What follows belongs to an exercise in optimizing a design on an open flow for small area, a short achievable clock period and few clock cycles per item; a production flow would make more cautious choices.
Where RTL was checked, it was by simulation tests only, not by an equivalence proof against the original.

old:
==> flow/design.v <==
module dds_freq_scaler (
    input  wire        clk,
    input  wire        rst,                 
    input  wire        in_valid,
    output wire        in_ready,
    input  wire [47:0] in_q,
    input  wire [31:0] in_ref,
    output wire        out_valid,
    input  wire        out_ready,
    output wire [27:0] out_word,
    output reg  [1:0]  out_err
);
    reg         idle;                       
    reg         busy;                       
    reg         fin;                        
    reg         outv;                       
    reg  [4:0]  cnt;
    reg  [31:0] r;                          
    reg  [32:0] rem;                        
    reg  [28:0] sr;                         
    reg         bad;                        
    wire        sub   = ~rem[32];
    wire [32:0] t     = {rem[31:0], sr[28]};
    wire [32:0] rnew  = t + ({33{sub}} ^ {1'b0, r}) + {32'd0, sub};
    wire        q_bit = ~rnew[32];
    wire        first = (cnt == 5'd0);
    wire        last  = (cnt == 5'd29);
    wire [27:0] a     = sr[28:1];
    wire        rnd   = sr[0];
    wire [27:0] w     = a + {27'd0, rnd};
    wire        ref0  = (r == 32'd0);
    assign in_ready  = idle;
    assign out_valid = outv;
    assign out_word  = sr[27:0];
    always @(posedge clk) begin
        if (rst) begin
            idle <= 1'b1;
            busy <= 1'b0;
            fin  <= 1'b0;
            outv <= 1'b0;
        end else begin
            if (idle && in_valid) begin
                idle <= 1'b0;
                busy <= 1'b1;
            end
            if (busy && (last || (first && (bad || q_bit)))) begin
                busy <= 1'b0;
                fin  <= 1'b1;
            end
            if (fin) begin
                fin  <= 1'b0;
                outv <= 1'b1;
            end
            if (outv && out_ready) begin
                outv <= 1'b0;
                idle <= 1'b1;
            end
        end
    end
    always @(posedge clk) begin
        cnt <= idle ? 5'd0 : cnt + 5'd1;
        rem <= idle ? {3'b000, in_q[46:17]} : rnew;
        if (idle) begin
            r   <= in_ref;
            bad <= in_q[47];
        end else if (busy && first) begin
            bad <= bad | q_bit;
        end
        if (idle)
            sr <= {in_q[16:0], 12'd0};
        else if (busy)
            sr <= {sr[27:0], q_bit};
        else if (fin) begin
            sr[27:0] <= bad ? 28'd0 : w;
            if (ref0)
                out_err <= 2'd2;
            else if (bad | (&a & rnd))
                out_err <= 2'd1;
            else
                out_err <= 2'd0;
        end
    end
endmodule
clock: 10.0 ns
lec_check: 0
cap_margin: 20
core_margin: 2
core_utilization: 40
slew_margin: 20
run.sh (not shown) runs the stock make flow with config.mk's settings and CLKGATE_MAP_FILE= SYNTH_SCRIPT=/design/flow/synth_recipe.tcl, a recipe that flattens the netlist after the stock synthesis.
old | stages: all done | timing, DRC, antenna: all pass
The inputs of new differ from those of old as listed below.
==> flow/design.v <==
module dds_freq_scaler (
    input  wire        clk,
    input  wire        rst,                 
    input  wire        in_valid,
    output wire        in_ready,
    input  wire [47:0] in_q,
    input  wire [31:0] in_ref,
    output wire        out_valid,
    input  wire        out_ready,
    output wire [27:0] out_word,
    output reg  [1:0]  out_err
);
    reg         idle;                       
    reg         busy;                       
    reg         fin;                        
    reg         outv;                       
    reg  [4:0]  cnt;
    reg  [31:0] r;                          
    reg  [32:0] rem;                        
    reg  [29:0] sr;                         
    reg         neg;
    wire [32:0] t     = {rem[31:0], sr[29]};
    wire [32:0] rnew  = rem[32] ? (t + {1'b0, r}) : (t - {1'b0, r});
    wire        q_bit = ~rnew[32];
    wire        ovf   = sr[29];
    wire [27:0] a     = sr[28:1];
    wire        rnd   = sr[0];
    wire [27:0] w     = a + {27'd0, rnd};
    wire        ref0  = (r == 32'd0);
    wire        kill  = ref0 | neg | ovf;
    assign in_ready  = idle;
    assign out_valid = outv;
    assign out_word  = sr[27:0];
    always @(posedge clk) begin
        if (rst) begin
            idle <= 1'b1;
            busy <= 1'b0;
            fin  <= 1'b0;
            outv <= 1'b0;
        end else begin
            if (idle && in_valid) begin
                idle <= 1'b0;
                busy <= 1'b1;
            end
            if (busy && cnt == 5'd29) begin
                busy <= 1'b0;
                fin  <= 1'b1;
            end
            if (fin) begin
                fin  <= 1'b0;
                outv <= 1'b1;
            end
            if (outv && out_ready) begin
                outv <= 1'b0;
                idle <= 1'b1;
            end
        end
    end
    always @(posedge clk) begin
        if (idle) begin
            r   <= in_ref;
            rem <= {3'b000, in_q[46:17]};
            sr  <= {in_q[16:0], 13'd0};
            neg <= in_q[47];
            cnt <= 5'd0;
        end else if (busy) begin
            rem <= rnew;
            sr  <= {sr[28:0], q_bit};
            cnt <= cnt + 5'd1;
        end else if (fin) begin
            sr[27:0] <= kill ? 28'd0 : w;
            if (ref0)
                out_err <= 2'd2;
            else if (neg | ovf | (&a & rnd))
                out_err <= 2'd1;
            else
                out_err <= 2'd0;
        end
    end
endmodule
Notes after the runs:
- Looking at the reports, new completed the entire flow and the layout it produced met the timing, design-rule and antenna checks.
- Comparing old and new, synthesis-to-layout area growth is higher on old.
- new ended up with r[19] as its start point of the critical path; old ended up with idle.
- Design area in new vs old: up 600 sq um
- Changes observed in new relative to old: clock-buffer cell count now sits lower, register fraction of the total cell area now sits higher, achievable frequency now sits lower.
- Looking at critical-path cell with the highest stage delay, the or4_1 result is from new; the dfxtp_4 one comes from old.
- new ended up with sr[0] as its end point of the critical path; old ended up with in_ready.
Function was not checked in any run of this note: the RTL went through the layout flow alone.

---

## run X
dds_freq_scaler, a different RTL version from the one above (not shown whole).
Size in the first run: about 620 cells after synthesis, ~110 flip-flops, ~120 I/O pins, ~6100 um2 of cells after synthesis.
## dds_freq_scaler
module dds_freq_scaler (
    input  wire        clk,
    input  wire        rst,                 
    input  wire        in_valid,
    output wire        in_ready,
    input  wire [47:0] in_q,
    input  wire [31:0] in_ref,
    output wire        out_valid,
    input  wire        out_ready,
    output wire [27:0] out_word,
    output reg  [1:0]  out_err
);
==> flow/config.mk <==
export PLATFORM = sky130hd
export DESIGN_NAME = dds_freq_scaler
export DESIGN_NICKNAME = dds_freq_scaler
export VERILOG_FILES = /design/flow/design.v
export SDC_FILE = /design/flow/constraint.sdc
export NUM_CORES = 4
export LEC_CHECK = 0
export CAP_MARGIN = 20
export CORE_MARGIN = 2
export CORE_UTILIZATION = 60
export CTS_BUF_LIST = sky130_fd_sc_hd__clkbuf_4 sky130_fd_sc_hd__clkbuf_8
export SLEW_MARGIN = 20
==> flow/constraint.sdc <==
create_clock -name core_clock -period 10.0 [get_ports {clk}]
set_input_delay 2.0000 -clock core_clock [delete_from_list [all_inputs] [get_ports {clk}]]
set_output_delay 2.0000 -clock core_clock [all_outputs]
set_load 0.01 [all_outputs]
standard.sh (not shown) runs the stock make flow with config.mk's settings and CLKGATE_MAP_FILE= SYNTH_SCRIPT=/design/flow/synth_recipe.tcl, a recipe that flattens the netlist after the stock synthesis.
==> flow/flow/run.sh <==
#!/bin/bash
# Standard ORFS layout (the standard.sh), with two flow knobs changed:
#  - port buffers are buf_1 cells instead of the resizer's default pick;
set -euo pipefail
export BUFFER_PORTS_ARGS="-buffer_cell sky130_fd_sc_hd__buf_1"
export SETUP_SLACK_MARGIN="${SETUP_SLACK_MARGIN_OVERRIDE:-6.9}"
bash standard.sh > standard_flow.log 2>&1
Run X: no failed stages, no open violations at the end
Testbench counts of run X, summed over its fixed seeds: cycles 69,998, items 2,400.
The inputs of run E differ from those of run X as listed below.
diff --git a/flow/design.v b/flow/design.v
--- a/flow/design.v
+++ b/flow/design.v
@@ -15,23 +15,21 @@
     reg         fin;                        
     reg         wt;                         
     reg         outv;                       
     reg         inr;                        
     reg  [31:0] r;                          
     reg  [32:0] rem;                        
     reg         rem_sg;                     
-    reg         sub_l;                      
-    reg         sub_u;                      
     reg  [28:0] sr;                         
     reg         xr;                         
     reg         bad;                        
     wire        sub   = ~rem[32];
     wire        sub_h = ~rem_sg;
     wire [32:0] t     = {rem[31:0], xr};
-    wire [32:0] a_b   = {{8{sub_u}}, {8{sub_h}}, {9{sub_l}}, {8{sub}}} ^ {1'b0, r};
+    wire [32:0] a_b   = {{17{sub_h}}, {16{sub}}} ^ {1'b0, r};
     wire [32:0] a_p   = t ^ a_b;
     wire [32:0] a_g   = {t[32:1] & a_b[32:1], (t[0] & a_b[0]) | (a_p[0] & sub)};
     wire [33:0] a_c;
     assign a_c[0] = sub;
     wire a_G0_1 = a_g[1] | (a_p[1] & a_g[0]);
     wire a_G0_3 = a_g[3] | (a_p[3] & a_g[2]);
     wire a_P0_3 = a_p[3] & a_p[2];
@@ -195,21 +193,20 @@
     assign a_c[31] = a_G4_30;
     assign a_c[32] = a_G4_31;
     assign a_c[33] = a_G5_32;
     wire [32:0] rnew  = a_p ^ a_c[32:0];
     wire        q_bit = ~rnew[32];
     wire        s0    = ~wt & (cnt == 5'd0);
     wire        s1    = ~wt & (cnt == 5'd1);
-    wire        s2    = ~wt & (cnt == 5'd2);
     wire        ss    = ~wt & (cnt[4:1] != 4'd0);
     wire        last  = (cnt == 5'd29);
-    wire        stall = s2 & outv;              
-    wire        shift = ss & ~stall;
-    wire        ld    = (s0 & ~ldv) | stall | (ss & last) | (wt & ~outv);
-    wire        done  = (s0 & fin) | (wt & ~outv);
+    wire        free  = ~outv | out_ready;      
+    wire        shift = ss | (s1 & ~bad & free);
+    wire        ld    = (s0 & ~ldv) | (s1 & ~bad & ~free) | (ss & last) | (wt & free);
+    wire        done  = (s0 & fin) | (wt & free);
     wire [27:0] a     = sr[28:1];
     wire        rnd   = sr[0];
     wire        ref0  = (r == 32'd0);
     wire [15:0] qlo   = in_q[15:0];
     assign in_ready  = inr;
     assign out_valid = outv;
     assign out_word  = sr[28:1];
@@ -222,36 +219,31 @@
             outv <= 1'b0;
             inr  <= 1'b0;
         end else begin
             cnt  <= ld ? 5'd0 : cnt + 5'd1;
             if (ld)
                 ldv <= in_valid & ~inr;
             fin  <= ss & last;
-            wt   <= (s1 & bad) | (wt & outv);
+            wt   <= (s1 & bad) | (wt & ~free);
             outv <= done | (outv & ~out_ready);
             inr  <= (s0 & ldv & (rem_sg | q_bit)) | (ss & (cnt == 5'd15));
         end
     end
     always @(posedge clk) begin
         rem    <= ld ? {3'b000, in_q[46:17]} : rnew;
         rem_sg <= ld ? in_q[47] : rnew[32];
-        sub_l  <= ld ? 1'b1 : ~rnew[32];
-        sub_u  <= ld ? ~in_q[47] : ~rnew[32];
         if (ld)
             xr <= in_q[16];
         else
             xr <= ~cnt[4] & qlo[~cnt[3:0]];      
         if (ld)
             r <= in_ref;
         if (s0)
             bad <= rem_sg | q_bit;
         if (shift)
             sr <= {sr[27:0], q_bit};
-        else begin                          
-            sr[28:1] <= (wt & ~outv) ? 28'd0 : a + {27'd0, fin & rnd};
-            if (s1)
-                sr[0] <= q_bit;
-        end
+        else                                
+            sr[28:1] <= (wt & free) ? 28'd0 : a + {27'd0, fin & rnd};
         if (done)
             out_err <= wt ? {ref0, ~ref0} : {1'b0, &a & rnd};
     end
 endmodule
## What came out
In the reports for run X and run E, the larger share of final layout cell area taken by non-clock buffers belongs to run E.
In run E relative to run X, area after synthesis had gone down by a few percent.
Taking run X over run E, the number of fill cells ratio works out to 1.15.
Run X → run E: critical path depth now larger; global-route usage went up 1.0 points.
Run X ended up with sr[17]$_DFF_P_ as its worst setup path startpoint; run E ended up with out_ready.
Compare run X and run E | normalized max-slew margin higher: run E
Run E supports a lower top clock frequency than run X.
Cmp run X and run E / worst setup slack / lower: run E
Function not checked in run E: the RTL went through the layout flow alone.

==> port drivers added, routing unchanged <==
The results above use ideal ports. As a check the final layouts listed here were re-extracted and re-timed, cells and wires unchanged.
Step 1, drivers: a clkbuf_16 drives clk and a buf_2 each remaining input, both assumed.
Step 2 times the ports against the registers' clock, not the clock port: input delays grow and output delays shrink by t, the midpoint of the rising clock arrivals with the driver on.
Slacks: no drivers / after step 1 / after step 2; pairs: no drivers / after step 1.
| run | t (ns) | setup slack, ns | worst setup path after step 2 |
|---|---|---|---|
| old | 0.395 | 6.177 / 6.134 / 6.308 | register to register |
| new | 0.397 | 5.774 / 5.774 / 5.774 | register to register |
| run X | 0.396 | 6.971 / 6.938 / 6.667 | input to register |
| run E | 0.419 | 6.946 / 6.945 / 6.539 | input to register |
After both steps every run listed still meets setup and hold. For run E, which loses most, drivers alone change the setup slack by -0.001 ns; drivers and shift together by -0.407 ns.
